Context: an optimization exercise on an open-source flow, tuned for small area, a short achievable clock period and few clock cycles. The choices shown serve that exercise and are no tape-out recipe. Function was checked by simulation only, so behaviour that the tests miss may differ from the original. Power is estimated from default activity; no workload was simulated.

==> flow/design.v <==
module pif_core (
    input  wire         clk,
    input  wire         rst,
    input  wire         host_we,
    input  wire [5:0]   host_addr,
    input  wire [7:0]   host_wdata,
    output wire [7:0]   host_rdata,
    input  wire         start,
    output wire         ready,
    output wire         fault,
    input  wire [127:0] pad,
    output wire         save_en,
    output wire         save_we,
    output wire [7:0]   save_slice,
    output wire [63:0]  save_wdata,
    input  wire [63:0]  save_rdata
);
    localparam [15:0] PAK_LOCK_ADDR    = 16'h0400;
    localparam [15:0] PAK_USABLE_BOUND = 16'h7FE0;
    localparam [3:0] S_IDLE   = 4'd0,
                     S_FETCH  = 4'd1,    
                     S_FETCH2 = 4'd2,    
                     S_DEC    = 4'd3,    
                     S_CRC    = 4'd4,    
                     S_CORR   = 4'd5,    
                     S_CWR    = 4'd6,    
                     S_SRD    = 4'd7,    
                     S_SWG1   = 4'd8,    
                     S_SWG2   = 4'd9,    
                     S_SWR    = 4'd10,   
                     S_FAULT  = 4'd11,
                     S_SRDREQ = 4'd12;   
    reg [511:0] mem;         
    reg [3:0]  st;
    reg [6:0]  p;            
    reg [2:0]  chan;         
    reg [63:0] f;            
    reg        f2;           
    reg [7:0]  slice;
    reg [6:0]  wlo, wend;    
    reg        zpend;        
    reg [7:0]  crc;
    reg [2:0]  crow, cend;   
    reg [2:0]  cms, cml;     
    reg        cfirst;
    reg [2:0]  ccnt;         
    reg        ovf_r;        
    reg [5:0]  sl_r;
    reg [6:0]  q;            
    reg [6:0]  e;            
    reg [7:0]  erow_oh;      
    wire [2:0] pl  = p[2:0];
    wire [3:0] pl4 = {1'b0, pl};
    wire have1 = f2 || (pl4 + 4'd1 <= 4'd7);
    wire have2 = f2 || (pl4 + 4'd2 <= 4'd7);
    wire have3 = f2 || (pl4 + 4'd3 <= 4'd7);
    wire have4 = f2 || (pl4 + 4'd4 <= 4'd7);
    wire [7:0] h   = f[7:0];
    wire [7:0] rlb = f[15:8];
    wire [7:0] op  = f[23:16];
    wire [5:0] sl  = h[5:0];
    wire [7:0] t1  = (sl > 6'd1) ? f[31:24] : 8'h00;
    wire [7:0] t2  = (sl > 6'd2) ? f[39:32] : 8'h00;
    wire       endw   = (h == 8'hFE);
    wire       filler = h[7] || h[6] || (h == 8'h00);
    wire       ovf1   = e > 7'd64;
    wire       rlFE   = (rlb == 8'hFE);
    wire       need3  = (op == 8'h02 || op == 8'h04 || op == 8'h05) && (sl > 6'd1);
    wire       need4  = (op == 8'h02) && (sl > 6'd2);
    wire       allin  = have1 && (rlFE || ovf1 ||
                         (have2 && (!need3 || have3) && (!need4 || have4)));
    wire [15:0] pak_off = {t1, t2} & 16'hFFE0;
    wire        ch0  = (chan == 3'd0);
    wire        ch4  = (chan == 3'd4);
    wire        chp  = (chan <= 3'd3);
    wire        d_sig0 = (op == 8'h00 || op == 8'hFF) && ch0;
    wire        d_sig4 = (op == 8'h00 || op == 8'hFF) && ch4;
    wire        d_poll = (op == 8'h01) && chp;
    wire        d_pak  = (op == 8'h02) &&
                         (pak_off == PAK_LOCK_ADDR || pak_off < PAK_USABLE_BOUND);
    wire        d_crc  = (op == 8'h03);
    wire        d_srd  = (op == 8'h04) && ch4;
    wire        d_swr  = (op == 8'h05) && ch4;
    wire        d_ok   = d_sig0 || d_sig4 || d_poll || d_pak || d_crc || d_srd || d_swr;
    wire        d_long = d_crc && (sl > 6'd3);       
    wire        d_now  = d_sig0 || d_sig4 || d_poll || d_pak || (d_crc && !d_long);
    wire [8:0] e_rl9 = {2'b00, e} + {1'b0, rlb};
    wire       ovf2  = e_rl9 > 9'd64;
    wire [6:0] e_rl  = e_rl9[6:0];
    wire [6:0] ms    = p + 7'd5;        
    wire [6:0] q4    = p + 7'd4;        
    wire [6:0] p1    = p + 7'd1;
    wire [6:0] me1   = e - 7'd1;        
    wire       dec   = (st == S_DEC);
    wire       trans = !endw && !filler;
    wire       go    = trans && allin && !rlFE && !ovf1;
    wire       fail  = go && !d_ok;
    wire       dwr   = dec && (fail || (go && d_now && !ovf2));
    wire [2:0] chan_inc = (chan == 3'd5) ? 3'd5 : chan + 3'd1;
    reg  [7:0] lf;
    integer fk;
    always @* begin
        for (fk = 0; fk < 8; fk = fk + 1)
            lf[fk] = (fk < pl) ||
                     ((memrow[8*fk+7] || memrow[8*fk+6] || memrow[8*fk +: 8] == 8'h00) &&
                      (memrow[8*fk +: 8] != 8'hFE) && !(fk == 7 && p[5:3] == 3'd7));
    end
    reg  [8:0] fo;
    reg  [6:0] p_skip;
    reg  [2:0] chan_skip;
    reg  [3:0] cs;
    integer fj;
    always @* begin
        fo = 9'd0;
        for (fk = 0; fk < 9; fk = fk + 1) begin
            fo[fk] = 1'b1;
            for (fj = 0; fj < fk; fj = fj + 1)
                if (!lf[fj]) fo[fk] = 1'b0;
            if (fk < 8 && lf[fk]) fo[fk] = 1'b0;
        end
        p_skip    = 7'd0;
        chan_skip = 3'd0;
        for (fk = 0; fk < 9; fk = fk + 1) begin
            cs = {1'b0, chan} + fk - pl4;
            if (fo[fk]) begin
                p_skip    = p_skip | ((fk == 8) ? {p[6:3] + 4'd1, 3'd0} : {p[6:3], fk[2:0]});
                chan_skip = chan_skip | ((cs > 4'd5) ? 3'd5 : cs[2:0]);
            end
        end
    end
    wire skip = !fo[pl];
    wire [5:0] wsl  = W[5:0];
    wire [7:0] wop  = W[23:16];
    wire       wn3  = (wop == 8'h02 || wop == 8'h04 || wop == 8'h05) && (wsl > 6'd1);
    wire       wn4  = (wop == 8'h02) && (wsl > 6'd2);
    wire       fend = (W[7:0] == 8'hFE) || (pl != 3'd7 && W[15:8] == 8'hFE);
    wire       need2 = (pl >= 3'd6) || (pl == 3'd5 && wn3) || (pl == 3'd4 && wn4);
    assign ready      = (st == S_IDLE);
    assign fault      = (st == S_FAULT);
    assign save_en    = (st == S_SRDREQ) || (st == S_SWR);
    assign save_we    = (st == S_SWR);
    assign save_slice = slice;
    assign save_wdata = f;
    wire hostsel = (st == S_IDLE) || (st == S_FAULT);
    function [7:0] oh;
        input [2:0] r;
        oh = 8'd1 << r;
    endfunction
    wire [7:0]  rs = (hostsel ? oh(host_addr[5:3]) : 8'd0) | erow_oh;
    reg  [63:0] memrow;
    integer rr;
    always @* begin
        memrow = 64'd0;
        for (rr = 0; rr < 8; rr = rr + 1)
            memrow = memrow | (mem[64*rr +: 64] & {64{rs[rr]}});
    end
    wire [7:0] hlane = oh(host_addr[2:0]);
    reg  [7:0] hrd;
    integer hl;
    always @* begin
        hrd = 8'd0;
        for (hl = 0; hl < 8; hl = hl + 1)
            hrd = hrd | (memrow[8*hl +: 8] & {8{hlane[hl]}});
    end
    assign host_rdata = hrd;
    wire [31:0] padc = chan[1] ? (chan[0] ? pad[127:96] : pad[95:64])
                               : (chan[0] ? pad[63:32]  : pad[31:0]);
    reg [31:0] rx32;
    always @* begin
        if (st == S_CWR)  rx32 = {24'd0, crc};
        else if (!go)     rx32 = 32'd0;
        else if (!d_ok)   rx32 = {24'd0, rlb | 8'h80};
        else if (d_sig0)  rx32 = 32'h00010005;
        else if (d_sig4)  rx32 = 32'h00008000;
        else if (d_poll)  rx32 = padc;
        else              rx32 = 32'd0;
    end
    wire        wrx = dec || (st == S_CWR);
    wire [63:0] X   = (st == S_SRD) ? save_rdata : (wrx ? {32'd0, rx32} : memrow);
    wire [6:0] dlo = fail ? p + 7'd1 : e;
    wire [6:0] dhi = fail ? p + 7'd2 : e_rl;
    reg [2:0] amt;
    always @* begin
        case (st)
            S_SWG1, S_SWG2: amt = q[2:0];
            S_DEC:          amt = 3'd0 - dlo[2:0];
            S_SRD, S_CWR:   amt = 3'd0 - wlo[2:0];
            default:        amt = pl;
        endcase
    end
    wire [63:0] x4 = amt[2] ? {X[31:0], X[63:32]}   : X;
    wire [63:0] x2 = amt[1] ? {x4[15:0], x4[63:16]} : x4;
    wire [63:0] W  = amt[0] ? {x2[7:0], x2[63:8]}   : x2;
    wire [6:0] lo = dec ? dlo : wlo;
    wire [6:0] hi = dec ? dhi : wend;
    wire rng_en = dwr || (st == S_SRD) || (st == S_CWR) ||
                  (st == S_SWR && !ovf_r) || (st == S_FETCH && zpend);
    wire clr63  = (dec && (endw || (trans && allin && rlFE))) ||
                  (st == S_FETCH && (p > 7'd62 || (!skip && fend)));
    wire [63:0] lane_d = (st == S_IDLE) ? {8{host_wdata}} :
                         (wrx || st == S_SRD) ? W : 64'd0;
    wire [63:0] lane_w = rst ? 64'd0 : lane_d;
    wire [7:0] lo_row_eq, lo_row_gt, lo_lane_ge;
    wire [7:0] hi_row_eq, hi_row_lt, hi_lane_lt;
    wire [7:0] ha_row, ha_lane;
    genvar gr;
    generate
        for (gr = 0; gr < 8; gr = gr + 1) begin : g_dec
            assign lo_row_eq[gr]  = !lo[6] && lo[5:3] == gr;
            assign lo_row_gt[gr]  = !lo[6] && lo[5:3] <  gr;
            assign lo_lane_ge[gr] = gr >= lo[2:0];
            assign hi_row_eq[gr]  = !hi[6] && hi[5:3] == gr;
            assign hi_row_lt[gr]  = hi[6] || hi[5:3] > gr;
            assign hi_lane_lt[gr] = gr < hi[2:0];
            assign ha_row[gr]     = host_addr[5:3] == gr;
            assign ha_lane[gr]    = host_addr[2:0] == gr;
        end
    endgenerate
    wire host_wr = (st == S_IDLE) && host_we;
    integer i;
    always @(posedge clk) begin
        for (i = 0; i < 64; i = i + 1) begin
            if (rst ||
                (host_wr && ha_row[i/8] && ha_lane[i%8]) ||
                (rng_en && (lo_row_gt[i/8] || (lo_row_eq[i/8] && lo_lane_ge[i%8]))
                        && (hi_row_lt[i/8] || (hi_row_eq[i/8] && hi_lane_lt[i%8]))) ||
                (i == 63 && clr63))
                mem[8*i +: 8] <= lane_w[8*(i%8) +: 8];
        end
    end
    reg  [63:0] crc_in;
    integer l;
    always @* begin
        for (l = 0; l < 8; l = l + 1)
            crc_in[8*l +: 8] = ((!cfirst || l >= cms) && (crow != cend || l <= cml))
                               ? memrow[8*l +: 8] : 8'h00;
    end
    wire [7:0] crc_row, crc_z, crc_zi;
    wire [7:0] crc_y = (st == S_CRC) ? crc_row : crc;
    assign crc_row[0] = ^(crc & 8'h8f) ^ ^(crc_in & 64'h01bfcfebb0cba841);
    assign crc_row[1] = ^(crc & 8'h1e) ^ ^(crc_in & 64'h027e9fd761975183);
    assign crc_row[2] = ^(crc & 8'hb2) ^ ^(crc_in & 64'h0443f14473e50b47);
    assign crc_row[3] = ^(crc & 8'h64) ^ ^(crc_in & 64'h0886e289e6ca178e);
    assign crc_row[4] = ^(crc & 8'hc9) ^ ^(crc_in & 64'h100cc513cd952f1c);
    assign crc_row[5] = ^(crc & 8'h92) ^ ^(crc_in & 64'h20188a279a2b5f38);
    assign crc_row[6] = ^(crc & 8'h24) ^ ^(crc_in & 64'h4030144f3457be70);
    assign crc_row[7] = ^(crc & 8'hc7) ^ ^(crc_in & 64'h80dfe775d865d4a0);
    assign crc_z[0] = ^(crc_row & 8'hbf);
    assign crc_z[1] = ^(crc_row & 8'h7e);
    assign crc_z[2] = ^(crc_row & 8'h43);
    assign crc_z[3] = ^(crc_row & 8'h86);
    assign crc_z[4] = ^(crc_row & 8'h0c);
    assign crc_z[5] = ^(crc_row & 8'h18);
    assign crc_z[6] = ^(crc_row & 8'h30);
    assign crc_z[7] = ^(crc_row & 8'hdf);
    assign crc_zi[0] = ^(crc_y & 8'h56);
    assign crc_zi[1] = ^(crc_y & 8'hac);
    assign crc_zi[2] = ^(crc_y & 8'h0f);
    assign crc_zi[3] = ^(crc_y & 8'h1f);
    assign crc_zi[4] = ^(crc_y & 8'h3f);
    assign crc_zi[5] = ^(crc_y & 8'h7f);
    assign crc_zi[6] = ^(crc_y & 8'hfe);
    assign crc_zi[7] = ^(crc_y & 8'hab);
    wire [2:0] ct = 3'd7 - cml;     
    wire [63:0] txm;
    genvar gk;
    generate
        for (gk = 0; gk < 8; gk = gk + 1) begin : g_txm
            assign txm[8*gk +: 8] = ({2'b00, sl_r} > gk + 2) ? W[8*gk +: 8] : 8'h00;
        end
    endgenerate
    wire [3:0] ql4 = {1'b0, q[2:0]};
    integer k;
    always @(posedge clk) begin
        erow_oh <= 8'd0;
        if (rst) begin
            st    <= S_IDLE;
            zpend <= 1'b0;
        end else begin
            case (st)
                S_IDLE: begin
                    zpend <= 1'b0;
                    if (start && mem[511:504] == 8'h01) begin
                        p       <= 7'd0;
                        chan    <= 3'd0;
                        erow_oh <= oh(3'd0);
                        st      <= S_FETCH;
                    end
                end
                S_FETCH: begin
                    zpend <= 1'b0;
                    f     <= W;
                    e     <= p + 7'd2 + {1'b0, W[5:0]};
                    f2    <= 1'b0;
                    if (p > 7'd62) begin
                        st <= S_IDLE;
                    end else if (skip) begin
                        p       <= p_skip;
                        chan    <= chan_skip;
                        erow_oh <= oh(p_skip[5:3]);
                    end else if (fend) begin
                        st <= S_IDLE;
                    end else begin
                        erow_oh <= oh(p[5:3] + 3'd1);
                        st      <= need2 ? S_FETCH2 : S_DEC;
                    end
                end
                S_FETCH2: begin
                    for (k = 0; k < 8; k = k + 1)
                        if (pl4 + k > 4'd7)
                            f[8*k +: 8] <= W[8*k +: 8];
                    f2 <= 1'b1;
                    st <= S_DEC;
                end
                S_DEC: begin
                    if (endw) begin
                        st <= S_IDLE;
                    end else if (filler) begin
                        chan    <= chan_inc;
                        p       <= p1;
                        erow_oh <= oh(p1[5:3]);
                        st      <= S_FETCH;
                    end else if (!allin) begin
                        erow_oh <= oh(p[5:3] + 3'd1);
                        st      <= S_FETCH2;
                    end else if (rlFE) begin
                        st <= S_IDLE;
                    end else if (ovf1) begin
                        st <= S_FAULT;
                    end else if (!d_ok) begin
                        chan    <= chan_inc;
                        p       <= e;
                        erow_oh <= oh(e[5:3]);
                        st      <= S_FETCH;
                    end else if (ovf2 && !d_swr) begin
                        st <= S_FAULT;
                    end else begin
                        chan <= chan_inc;
                        p    <= e_rl;
                        wlo  <= e;
                        wend <= e_rl;
                        if (d_now) begin
                            wlo     <= e + 7'd8;
                            zpend   <= 1'b1;
                            erow_oh <= oh(e_rl[5:3]);
                            st      <= S_FETCH;
                        end else if (d_long) begin
                            crc    <= 8'h00;
                            crow   <= ms[5:3];
                            cms    <= ms[2:0];
                            cend   <= me1[5:3];
                            cml    <= me1[2:0];
                            cfirst  <= 1'b1;
                            erow_oh <= oh(ms[5:3]);
                            st      <= S_CRC;
                        end else if (d_srd) begin
                            slice <= t1;
                            st    <= S_SRDREQ;
                        end else begin
                            slice <= t1;
                            sl_r  <= sl;
                            ovf_r <= ovf2;
                            q       <= q4;
                            erow_oh <= oh(q4[5:3]);
                            st      <= S_SWG1;
                        end
                    end
                end
                S_CRC: begin
                    cfirst <= 1'b0;
                    crow   <= crow + 3'd1;
                    if (crow == cend) begin
                        if (ct == 3'd0)
                            crc <= crc_z;
                        else if (ct == 3'd1)
                            crc <= crc_row;
                        else
                            crc <= crc_zi;
                        ccnt <= ct - 3'd2;
                        st   <= (ct <= 3'd2) ? S_CWR : S_CORR;
                    end else begin
                        crc     <= crc_row;
                        erow_oh <= oh(crow + 3'd1);
                    end
                end
                S_CORR: begin
                    crc  <= crc_zi;
                    ccnt <= ccnt - 3'd1;
                    if (ccnt == 3'd1)
                        st <= S_CWR;
                end
                S_CWR, S_SRD: begin
                    wlo     <= wlo + 7'd8;
                    zpend   <= 1'b1;
                    erow_oh <= oh(p[5:3]);
                    st      <= S_FETCH;
                end
                S_SRDREQ: st <= S_SRD;
                S_SWG1: begin
                    f       <= txm;
                    erow_oh <= oh(q[5:3] + 3'd1);
                    st      <= (q[2:0] == 3'd0) ? S_SWR : S_SWG2;
                end
                S_SWG2: begin
                    for (k = 0; k < 8; k = k + 1)
                        if (ql4 + k > 4'd7)
                            f[8*k +: 8] <= txm[8*k +: 8];
                    st <= S_SWR;
                end
                S_SWR: begin
                    erow_oh <= ovf_r ? 8'd0 : oh(p[5:3]);
                    st      <= ovf_r ? S_FAULT : S_FETCH;
                end
                S_FAULT: ;
                default: st <= S_FAULT;
            endcase
        end
    end
endmodule
==> flow/run.sh <==
#!/bin/bash
# synth_recipe.tcl (not shown) runs the flow's synth.tcl, then flattens the netlist and writes it again
# the make line also repeats each setting of config.mk as NAME=value (left out here)
make -C /OpenROAD-flow-scripts/flow DESIGN_CONFIG=/design/flow/config.mk WORK_HOME=/design/flow/orfs CLKGATE_MAP_FILE= SYNTH_SCRIPT=/design/flow/synth_recipe.tcl finish
==> flow/config.mk <==
export PLATFORM = sky130hd
export DESIGN_NAME = pif_core
export DESIGN_NICKNAME = pif_core
export VERILOG_FILES = /design/flow/design.v
export SDC_FILE = /design/flow/constraint.sdc
export NUM_CORES = 4
export LEC_CHECK = 0
export ABC_CLOCK_PERIOD_IN_PS = 6000
export CAP_MARGIN = 20
export CORE_MARGIN = 2
export CORE_UTILIZATION = 45
export CTS_BUF_LIST = sky130_fd_sc_hd__clkbuf_8
export CTS_CLUSTER_SIZE = 20
export SETUP_SLACK_MARGIN = 3.4
export SLEW_MARGIN = 20
==> flow/constraint.sdc <==
create_clock -name core_clock -period 10.0 [get_ports {clk}]
set_input_delay 2.0000 -clock core_clock [delete_from_list [all_inputs] [get_ports {clk}]]
set_output_delay 2.0000 -clock core_clock [all_outputs]
set_load 0.01 [all_outputs]
==> results.json <==
{
  "leakage_nw": 19.3,
  "synth_area_leaders": "edfxtp_1 45%, a22oi_1 4.1%, mux2i_1 3.7%",
  "nets": 4815,
  "ys_ff_latch": 666,
  "setup_viol": 0,
  "cts_tree": "yes",
  "yosysUniqueCellTypes": 121,
  "clock_latency_ns": 0.88,
  "report.final.slew_viol_count": 0,
  "min_period_ns": 6.78,
  "grt_pass1_vias": 38900,
  "fin_tns_setup_ns": 0,
  "vias_per_cell": 7.11,
  "grt_max_degree": 81,
  "fin_area_um2": 53000,
  "holdBufCountCts": 0,
  "final_cell_mix": "653 x edfxtp_1, 359 x nor2_1, 337 x nand2_1",
  "rows": 114,
  "track_usage_pct": 43.8,
  "io_pins": 294,
  "final_common_cell": "edfxtp_1",
  "ir_drop_uv": 854,
  "reg2reg_slack_ns": 3.41,
  "max_freq_mhz": 147,
  "antenna_left": 0,
  "maxCapViolations": 0,
  "ys_warn_count": 2,
  "clock-sinks": 666,
  "max-slew-margin-rel_pct": 17.4,
  "clock_path_buffers": 3,
  "synth_fp_nets": 4431,
  "synth_edf_count": 653,
  "tightest_slew_ns": 1.23,
  "overflow": 0,
  "crit_arrival_ns": 4.78,
  "critPathLaunchType": "input pin",
  "fillCellCount": 8535,
  "dr.pass1.iters": 7,
  "status": "finished clean",
  "async_flop_share_pct": 0,
  "syn_area_um2": 43900,
  "die_w_um": 316,
  "synthFlopType": "edfxtp_1",
  "skew_ns": 0.0976,
  "wirelength_mm": 226,
  "syn_to_final_growth_pct": 20.6,
  "finalCritPeriodShare_pct": 67.8,
  "htreeDepth": 3,
  "gp_congestion": 1.05,
  "dieArea_um2": 100000,
  "rsz0062_at_grt": "true",
  "drive_gt1_share_pct": 16.8,
  "p_total_mw": 20.3,
  "place_area_um2": 48600,
  "path_class": "in2out",
  "post-dp-hpwl_mm": 166,
  "synthCells": 4148,
  "cp.required_ns": 8.00,
  "die_h_um": 316,
  "drt_iter0_drc": 7142,
  "yosys.area.top_type": "edfxtp_1",
  "grt_pass1_wl_mm": 307,
  "powerDensity_nw_per_um2": 383,
  "antenna_found_initial": 23,
  "start_util_pct": 45.4,
  "cts_root_buffer": "clkbuf_8",
  "final_cells": 5907,
  "post_drt_wl_per_cell_um": 38.3,
  "path_clk_slew_ns": 0.06,
  "min_path_type": "reg2reg",
  "synth_top_area_share_pct": 44.6,
  "endpoint_kind": "output port",
  "path_max_fanout": 8,
  "cts_buffers": 115,
  "drc": 0,
  "vias": 42000,
  "fp.coreArea_um2": 96700,
  "placedCellCount": 5585,
  "port_buffers": 293,
  "hold_viol_final": 0,
  "postSynthAreaPerCell_um2": 10.6,
  "seq_area_frac_synth_pct": 45.2
}
per-layer routing:
layer  up-vias  GRT usage, %  share of wire [%]  routed length [um]
met1     20700          58.1                 37               83900
met5         -             0              0.065                 146
met3       821          13.5                 14               30900
met4        22          25.0                7.2               16200
li1      17000             -                  -                   -
met2      3532          63.3                 42               94900
state kept, by name (all words and copies together) (netlist names), 4 cells and up:
name and flops:
e 7, f 64, q 6, crc 8
wlo 7, wend 7, slice 8, p 7
st 4, sl_r 6, mem 512, erow_oh 8
cell families (layout without fill, tap and decap cells):
group	Yosys count	count (layout)	synth area share, %
AO/OA/AOI/OAI	1335	1335	21.6
flip-flops	666	666	45.2
other	0	6	0
adder cells (fa/ha/maj)	73	73	2.27
AND/OR/NAND/NOR	1144	1146	12.3
buffers and inverters	371	846	3.64
XOR/XNOR	247	247	6.00
multiplexers	312	312	9.05
repair_timing:
action	4_1_cts	5_1_grt
pin swaps	24	24
setup buffers	52	43
endpoints found under the setup margin	601	240
resized for setup	163	71
cloned	8	3
stage by stage:
| step | hold WS (ns) | utilization [%] | worst slack [ns] |
|---|---|---|---|
| 6_report | 0.538 | 54.8 | 3.22 |
| 5_1_grt | 0.574 | 54.8 | 3.26 |
| 4_1_cts | 0.530 | 54.0 | 3.23 |
| 3_5_place_dp | 0.521 | 50.2 | 1.63 |
| 3_3_place_gp | 0.517 | 50.2 | 1.58 |
| 2_1_floorplan | 0.496 | - | 3.55 |
Yosys cell counts, types with 23 or more instances:
cell	count
nand4_1	46
a211oi_1	27
a221oi_1	88
nand2_1	339
nand2b_1	25
o22ai_1	46
clkbuf_1	182
nor2b_1	47
ha_1	62
mux2i_1	164
o211ai_1	32
a22o_1	82
xnor2_1	145
edfxtp_1	653
o21a_1	36
a22oi_1	239
nor2_1	368
a221o_1	39
xor2_1	65
and2_1	34
o21ai_0	171
buf_1	40
o31ai_1	23
a21oi_1	291
mux4_2	58
mux2_2	86
a31oi_1	34
inv_1	79
nor3_1	65
and3_1	29
nand3_1	79
buf_2	37
worst max-delay path, stage by stage:
cell and delay [ns]:
buf_16 0.15, buf_16 0.15, buf_4 0.15, or4_1 0.52
a21oi_4 0.36, o21ai_0 0.18, nand4_1 0.38, and3_1 0.22
a21oi_1 0.04, o21ai_1 0.28, dlygate4sd2_1 0.33
worst paths after layout:
kind,start,to,cells after the start
worst max-delay path,host_addr[3],host_rdata[4],11
worst min-delay path,zpend,zpend,2
worst max register to register,f[19],st[0],22
worst min register to register,zpend,zpend,2
final cells by class:
type | instances | area, um2 | area share [%]
inverters | 85 | 332 | 0.626
clock buffers | 119 | 1640 | 3.09
multi-input cells | 3113 | 23400 | 44.2
repair buffers | 551 | 5430 | 10.2
diodes | 6 | 15.0 | 0.0283
well taps | 1276 | 1600 | 3.01
flip-flops and latches | 666 | 19900 | 37.5
clock inverters | 91 | 708 | 1.34
where the power goes:
group / switching [mW] / internal, mW / total [mW]
registers: 0.345 / 3.89 / 4.23
clock network: 1.26 / 1.36 / 2.62
logic: 8.22 / 5.25 / 13.5
Testbench counts, summed over its fixed seeds: cycles 77,234.

==> afterwards: timing with drivers on the ports <==
The flow's constraints put no driver on any port. The routed layout listed below was extracted and timed again, unchanged, in two steps.
Step 1 (the two cells are an assumption about what drives the block):
set clk [get_ports {clk}]
set_driving_cell -lib_cell sky130_fd_sc_hd__clkbuf_16 $clk
set_driving_cell -lib_cell sky130_fd_sc_hd__buf_2 [delete_from_list [all_inputs] $clk]
Step 2 adds t to the input delays and takes it off the output delays; t is the mean of the earliest and latest rising clock arrival at the registers after step 1. Input paths then give back, and output paths get back, about the clock's delay inside the block.
a / b / c = ideal ports / drivers / drivers and shift; a / b = the first two.
shift t [ns]: 0.910
setup WS [ns]: 3.218 / 2.989 / 2.481
pins driven straight from the clock port: 1
After both steps this run still meets setup and hold. For this run, drivers alone change the setup slack by -0.229 ns; drivers and shift together by -0.737 ns.
